Context: an optimization exercise on an open-source flow, tuned for small area, a short achievable clock period and few clock cycles per item. The choices shown serve that exercise and are no tape-out recipe. No functional check of the RTL was part of any run shown here. Power and IR drop assume default switching activity.

==> flow/design.v (outline; a module is shown in full before it is edited, if it fits) <==
// module logp_power: 91 lines
// module fp64_sq_tree: 4009 lines
// module fa: 10 lines
// module ha: 9 lines
// module exp_diff: 18 lines
// module fp64_sq_pack: 35 lines
// module fp64_add_align: 25 lines
// module fp64_add_round: 42 lines
module logp_power (
    input  wire        clk,
    input  wire        rst,
    input  wire        in_valid,
    output wire        in_ready,
    input  wire [63:0] re,
    input  wire [63:0] im,
    output reg         out_valid,
    output reg  [63:0] p
);
  // ...
==> flow/flow/run.sh <==
#!/bin/bash
# The standard layout, with timing repair aimed well below the clock period:
# repair_timing works until the setup slack reaches SETUP_SLACK_MARGIN, so the
# layout meets timing at the design's period with that much slack to spare.
set -euo pipefail
export SETUP_SLACK_MARGIN=${REPAIR_MARGIN:-13.0}
bash standard.sh > standard.log 2>&1
==> flow/standard.sh <==
#!/bin/bash
# synth_recipe.tcl (not shown) runs the flow's synth.tcl, then flattens the netlist and writes it again
# the make line also repeats each setting of config.mk as NAME=value (left out here)
make -C /OpenROAD-flow-scripts/flow DESIGN_CONFIG=/design/flow/config.mk WORK_HOME=/design/flow/orfs CLKGATE_MAP_FILE= SYNTH_SCRIPT=/design/flow/synth_recipe.tcl "${@:-finish}"
==> flow/config.mk <==
export PLATFORM = sky130hd
export DESIGN_NAME = logp_power
export DESIGN_NICKNAME = logp_power
export VERILOG_FILES = /design/flow/design.v
export SDC_FILE = /design/flow/constraint.sdc
export NUM_CORES = 4
export LEC_CHECK = 0
export CAP_MARGIN = 20
export CORE_MARGIN = 2
export CORE_UTILIZATION = 60
export PLACE_DENSITY = 0.7
export SLEW_MARGIN = 20
export SYNTH_HIERARCHICAL = 1
export SYNTH_MINIMUM_KEEP_SIZE = 0
==> flow/constraint.sdc <==
create_clock -name core_clock -period 18.5 [get_ports {clk}]
set_input_delay 3.7000 -clock core_clock [delete_from_list [all_inputs] [get_ports {clk}]]
set_output_delay 3.7000 -clock core_clock [all_outputs]
set_load 0.01 [all_outputs]
==> results.txt, run 1 <==
Status:
- The flow ran to the end and the layout has no timing, DRC or antenna violations.

Layout:
- The total of plain and repair buffers excluding clock buffers is 376.
- The dominant kind of cell is multi-input combinational cells.
- The final-layout fill cell count is 17200.
- The count of multi-input gates is 10300.
- The number of nets in the final layout is 16000.
- The final core utilization is 0.641.
- The multi-input gate share of total cell area is 0.713.

Placed design:
- The number of buffers inserted by port buffering is ~190.
- Summing all placed instances gives a cell area of 132000 µm².

Synth:
- The most used standard cell by instance count after synthesis is nand2_1.
- The post-synthesis cell type with the largest combined area is fa_1.
- For this run, the register share of the synthesized area comes to 0.182.
- Yosys attributes the largest share of cell area to fa_1 (39%), dfxtp_1 (18%), nand2_1 (8.6%).
- Counting flops and latches in the post-synthesis netlist gives 1178.

Detailed routing:
- The detailed router finished its first iteration with around 12000 violations.
- The met2 wire length is about 200000 µm.
- After detailed routing, the number of vias per cell comes to 6.52.

Pwr:
- The relative contribution of combinational cells to total power is 0.676.
- For this design the static power due to leakage is roughly 54 nW.

CTS:
- After clock tree synthesis, the flow added hold-fix buffers numbering 0.
- After clock tree synthesis, the clock-pin slew on the worst setup and hold paths is 0.06 ns.
- The number of gates resized after CTS was 11.

Critical path:
- The worst register-to-register path ends at ta1b[52].
- The worst path arrival time is 6.25 ns.
- STA classifies the critical path endpoint as a register.

Run:
- The number of maximum-capacitance constraint violations is 0.

Timing:
- Of the available clock period, the critical path in the final layout requires 0.298.
- The total negative setup slack is 0 ns.
- For the pin with the worst max-slew slack, the measured transition is 1.22 ns.

GRT:
- The routing usage on met1 is 0.515.
- For met2 alone, demand over resource in global routing was 0.615.

Floorplanning:
- The total I/O pin count is between 150 and 200.
==> run 2, diff against run 1 <==
--- a/flow/flow/run.sh
+++ b/flow/flow/run.sh
@@ -4,4 +4,4 @@
 # layout meets timing at the design's period with that much slack to spare.
 set -euo pipefail
-export SETUP_SLACK_MARGIN=${REPAIR_MARGIN:-13.0}
+export SETUP_SLACK_MARGIN=${REPAIR_MARGIN:-12.0}
 bash standard.sh > standard.log 2>&1
==> run 2 against run 1 <==
Effect of this change:
- sequential power hardly changed
- hold slack worse by 0.0022 ns
- power hardly changed
- setup slack worse by 0.96 ns
- clock skew hardly changed
- register-to-register slack worse by 0.96 ns
==> results.txt, run 2 <==
Status:
- Run status: complete, no violations (unchanged).

CTS:
- The CTS tree is done (unchanged).
- The number of H-tree branching levels was 4 (unchanged).
- The clock network latency to the later pin of the worst-skew pair is 0.85 ns (was 0.86 ns).
- The post-CTS resize count is 0 (was 11).
- The post-CTS setup repair buffer count is 0 (unchanged).
- The hold buffer count at cts is 0 (unchanged).
- The number of clock buffers inserted by TritonCTS is 140 (unchanged).
- The maximum buffer depth of the clock tree is 3 (unchanged).
- The clock transition at the register clock pins on the worst setup and hold paths after CTS is 0.06 ns (about the same).
- The clock tree root driver cell is clkbuf_16 (unchanged).
- The number of clock sinks is 1178 (unchanged).

Synth:
- The largest family of logic cells by synthesized area is adder cells (unchanged).
- The number of standard cells after synthesis is 13400 (unchanged).
- The proportion of synthesized chip area in sequential cells is 0.182 (unchanged).
- The number of flops mapped to enable cells by yosys was 0 (unchanged).
- The unique cell type count in the Yosys netlist was 125 (unchanged).
- The area share of the largest cell type after synthesis is 0.387 (unchanged).
- The post-synthesis cell type with the largest combined area is fa_1 (unchanged).
- Dominant cells by area after synthesis: fa_1 (39%), dfxtp_1 (18%), nand2_1 (8.6%) (unchanged).
- The xor/xnor cell area share of the yosys netlist is 0.0233 (unchanged).
- The share of synthesized registers carrying an async set or reset is 0 (unchanged).
- The mean post-synth cell area is 9.65 µm² (unchanged).
- The simple-gate portion of the synthesized area was 0.162 (unchanged).
- The proportion of synthesized area in mux cells was 0.0519 (unchanged).
- Top cells by instance count after synthesis: nand2_1 (2971), fa_1 (2506), dfxtp_1 (1178) (unchanged).
- The compound-gate portion of the synthesized area is 0.0876 (unchanged).
- The post-synthesis share of cell area spent on full adders, half adders and majority gates is 0.432 (unchanged).
- The total of warnings raised by yosys is 11 (unchanged).
- The synthesized cell area is 129000 µm² (unchanged).
- The most used flip-flop cell after synthesis is dfxtp_1 (unchanged).
- The most used standard cell by instance count after synthesis is nand2_1 (unchanged).
- The register bit count reported by yosys is 1178 (unchanged).

GRT:
- The total overflow reported by the global router was 0 (unchanged).
- The pin count of the biggest net entering global routing is 108 (unchanged).
- The first-pass GRT wire length is 663000 µm (about the same).
- The global-route total usage across every layer is 0.400 (about the same).
- The initial antenna violation count is 21 (was 20).
- The number of global-route vias before repair is 111000 (about the same).

Layout:
- The final core utilization is 0.640 (was 0.641).
- The cell area after layout was 137000 µm² (was 138000 µm²).
- The area of combinational cells with multiple inputs is 98000 µm² (about the same).
- The footprint of the flip-flops and latches was 23800 µm² (about the same).
- The final-layout fill cell count came to 17200 (about the same).
- The number of cells in the finished layout apart from fillers is 15900 (about the same).
- The most common library cell in the layout ignoring fill and taps is nand2_1 (unchanged).
- The number of nets in the final layout is 16000 (about the same).
- The area added between synthesis and finish is 6.13% (was 6.22%).
- The ratio of cells with drive above 1 in the final layout is 0.0711 (was 0.0719).
- Most frequent cells in the layout: nand2_1 (2971), fa_1 (2506), dfxtp_1 (1062) (was nand2_1 (2970), fa_1 (2506), dfxtp_1 (1060)).

Detailed routing:
- The residual DRC count was 0 (unchanged).
- The via count of the routed design is 103000 (was 104000).
- The detailed-routing iteration count for the pre-antenna-repair pass is 10 (was 8).
- The wire length per cell was 27.6 µm (about the same).
- The via density per instance is 6.51 (was 6.52).
- The final routed wirelength across all metal layers is 438000 µm (about the same).
- The post-route antenna net violation count came to 0 (unchanged).
- The number of DRC violations after detailed-routing iteration 0 was 12100 (was 12200).

Critical path:
- The capture point of the worst reg-to-reg path is ta1b[52] (unchanged).
- The required time at the worst-slack endpoint is 19.23 ns (about the same).
- The category of the worst setup path launch point is a register (unchanged).
- The slack of the worst reg-to-reg path was 12.02 ns (was 12.98 ns).
- The cell seen most often among critical-path stages was fa_1 (unchanged).
- The worst path arrival time is 7.20 ns (was 6.25 ns).
- The top fanout value on the critical path is 28 (was 29).
- The number of cells on the worst reg-to-reg path is 13 (unchanged).
- The kind of end point of the critical path is a register (unchanged).
- The class of the most critical setup path is register to register (unchanged).
- Critical path cell sequence: buf_4, nand4_1, or4_1, o22ai_1, nand4_2, nand2_1, inv_1, a2bb2oi_1, fa_1, fa_1, fa_1, fa_1, inv_1 (was buf_4, or3_1, a31oi_1, o22ai_2, nand4_2, nand2_2, inv_1, a2bb2oi_2, fa_1, fa_1, fa_1, fa_1, inv_1).
- The maximum cell stage delay along the critical path is 0.86 ns (was 0.96 ns).
- The worst flop-to-flop path startpoint is xa0[7] (was xa0[15]).
- The cell type of the slowest stage on the worst timing path is dfxtp_2 (unchanged).

Floorplanning:
- The row count is 170 (unchanged).
- The vertical extent of the die is 469 µm (unchanged).
- The area of the die is 220000 µm² (unchanged).
- The total I/O pin count is 197 (unchanged).
- The placeable core area was 215000 µm² (unchanged).
- The chip width is 469 µm (unchanged).
- The starting utilization of the core area came to 0.603 (unchanged).

Timing:
- The setup-violating endpoint count in the final report is 0 (unchanged).
- The relative slew slack is 0.140 (was 0.181).
- The final number of max-transition violations is 0 (unchanged).
- The maximum clock frequency is 154 MHz (was 181 MHz).
- The slew at the pin closest to its max-slew limit is 1.29 ns (was 1.22 ns).
- Setup repair after global routing missed its margin: false (unchanged).
- The largest clock skew in the final design is 0.0610 ns (was 0.0613 ns).
- The total negative setup slack is 0 ns (unchanged).
- The period utilization is 0.350 (was 0.298).
- The hold violation total from the final report came to 0 (unchanged).
- The final critical-path required period is 6.48 ns (was 5.52 ns).

Worst hold path:
- The path type of the worst min-delay path is register to register (unchanged).
- The launch instance of the worst min-delay path is ia1[22] (unchanged).
- The worst hold path stage count is 0 (unchanged).
- The endpoint of the worst hold path is ia2[22] (unchanged).

Placed design:
- The post-DP HPWL was 312000 µm (unchanged).
- The number of buffers inserted by port buffering is 192 (unchanged).
- The cell count after placement is 15600 (unchanged).
- The instance area at placement is 132000 µm² (unchanged).
- The last weighted congestion value of the routability-driven placer came to 1.01 (unchanged).

Pwr:
- The static leakage is 54.3 nW (about the same).
- The worst ir drop on vdd was 0.106 mV (was 0.103 mV).
- The power density relative to cell area is 172 nW/µm² (about the same).
- The overall power was 23.6 mW (about the same).

Run:
- The number of maximum-capacitance constraint violations is 0 (unchanged).
-- run 2: cell counts after synthesis --
Identical to the previous run, type by type.
-- run 2: per-layer routing --
metal | part of all wire | vias up | global-route usage
met5 | 0.00038 | - | 0
met4 | 0.063 | 22 | 0.217
met3 | 0.12 | 1879 | 0.111
met2 | 0.45 | 7379 | 0.615
met1 | 0.37 | 51600 | 0.514
li1 | - | 42500 | -
-- run 2: cell type report --
type | count | area share
repair buffers | 375 | 0.0240
flip-flops and latches | 1178 | 0.173
diodes | 6 | 0.000109
clock buffers | 181 | 0.0284
clock inverters | 79 | 0.0103
inverters | 935 | 0.0255
well taps | 2838 | 0.0258
multi-input cells | 10300 | 0.713
-- run 2: power breakdown --
part           switching (mW)  internal, mW
Clock                    1.25          1.88
Sequential              0.822          3.73
Combinational            9.40          6.56
Total                    11.5          12.2
-- run 2: per-module statistics from Yosys (local to each module, per instance) --
| module | cell area [µm²] | cells inside | flops+latches |
|---|---|---|---|
| fp64_sq_tree | 10400 | 2383 | 0 |
| fp64_add_align | 5760 | 624 | 0 |
| fa | 20.0 | 1 | 0 |
| exp_diff | 2310 | 352 | 0 |
| fp64_add_round | 3800 | 624 | 0 |
| logp_power | 37400 | 3253 | 1178 |
| ha | 12.5 | 1 | 0 |
| fp64_sq_pack | 4280 | 626 | 0 |
-- run 2: critical path, delay by kind of cell, from the launching register on --
kind	cells	cell delay, ns
adder cells (fa/ha/maj)	4	1.91
AND/OR/NAND/NOR	4	1.51
AO/OA/AOI/OAI	2	1.40
flip-flops	1	0.86
buffers and inverters	3	0.72
-- run 2: cell families (layout without fill, tap and decap cells) --
family	Yosys count	count (layout)
mux	509	509
flops	1178	1178
compound gates	1729	1729
xor+xnor	338	338
buf+inv	1960	1570
fa+ha+maj	2963	2963
other cells	6	22
simple gates	4742	4742
-- run 2: worst max path at each step --
stage | start | to | slack [ns] | depth (start not counted)
floorplan | xa0[47] | ta1b[50] | 13.71 | 14
global placement | xa0[7] | ta1b[52] | 12.25 | 13
detailed placement | xa0[7] | ta1b[52] | 12.19 | 13
CTS | xa0[7] | ta1b[52] | 12.23 | 13
global route | xa0[7] | ta1b[53] | 12.20 | 13
finish | xa0[7] | ta1b[52] | 12.02 | 13
-- run 2: through the flow --
| stage | setup WS (ns) | hold slack [ns] |
|---|---|---|
| after global placement | 12.25 | 0.311 |
| after detailed placement | 12.19 | 0.312 |
| after floorplan | 13.71 | 0.310 |
| final | 12.02 | 0.294 |
| after global routing | 12.20 | 0.304 |
| after CTS | 12.23 | 0.293 |

## port drivers added, routing unchanged
The flow's constraints put no driver on any port. The routed layouts listed below were extracted and timed again, unchanged, in two steps. Step 1 assumes that a clkbuf_16 drives the clock port and a buf_2 every other input. Step 2, shift: input delay + t, output delay - t, t = (earliest + latest rising clock arrival at the registers) / 2. This alone moves slack from input paths to output paths. a / b / c = ideal / step 1 / step 2; a / b = the first two.
run | shift t [ns] | slack for setup (ns) | worst data-port slew with drivers (ns)
run 1 | 0.911 | 12.985 / 12.985 / 12.985 | 0.05
run 2 | 0.909 | 12.023 / 12.023 / 12.023 | 0.05
After both steps every run listed still meets setup and hold.
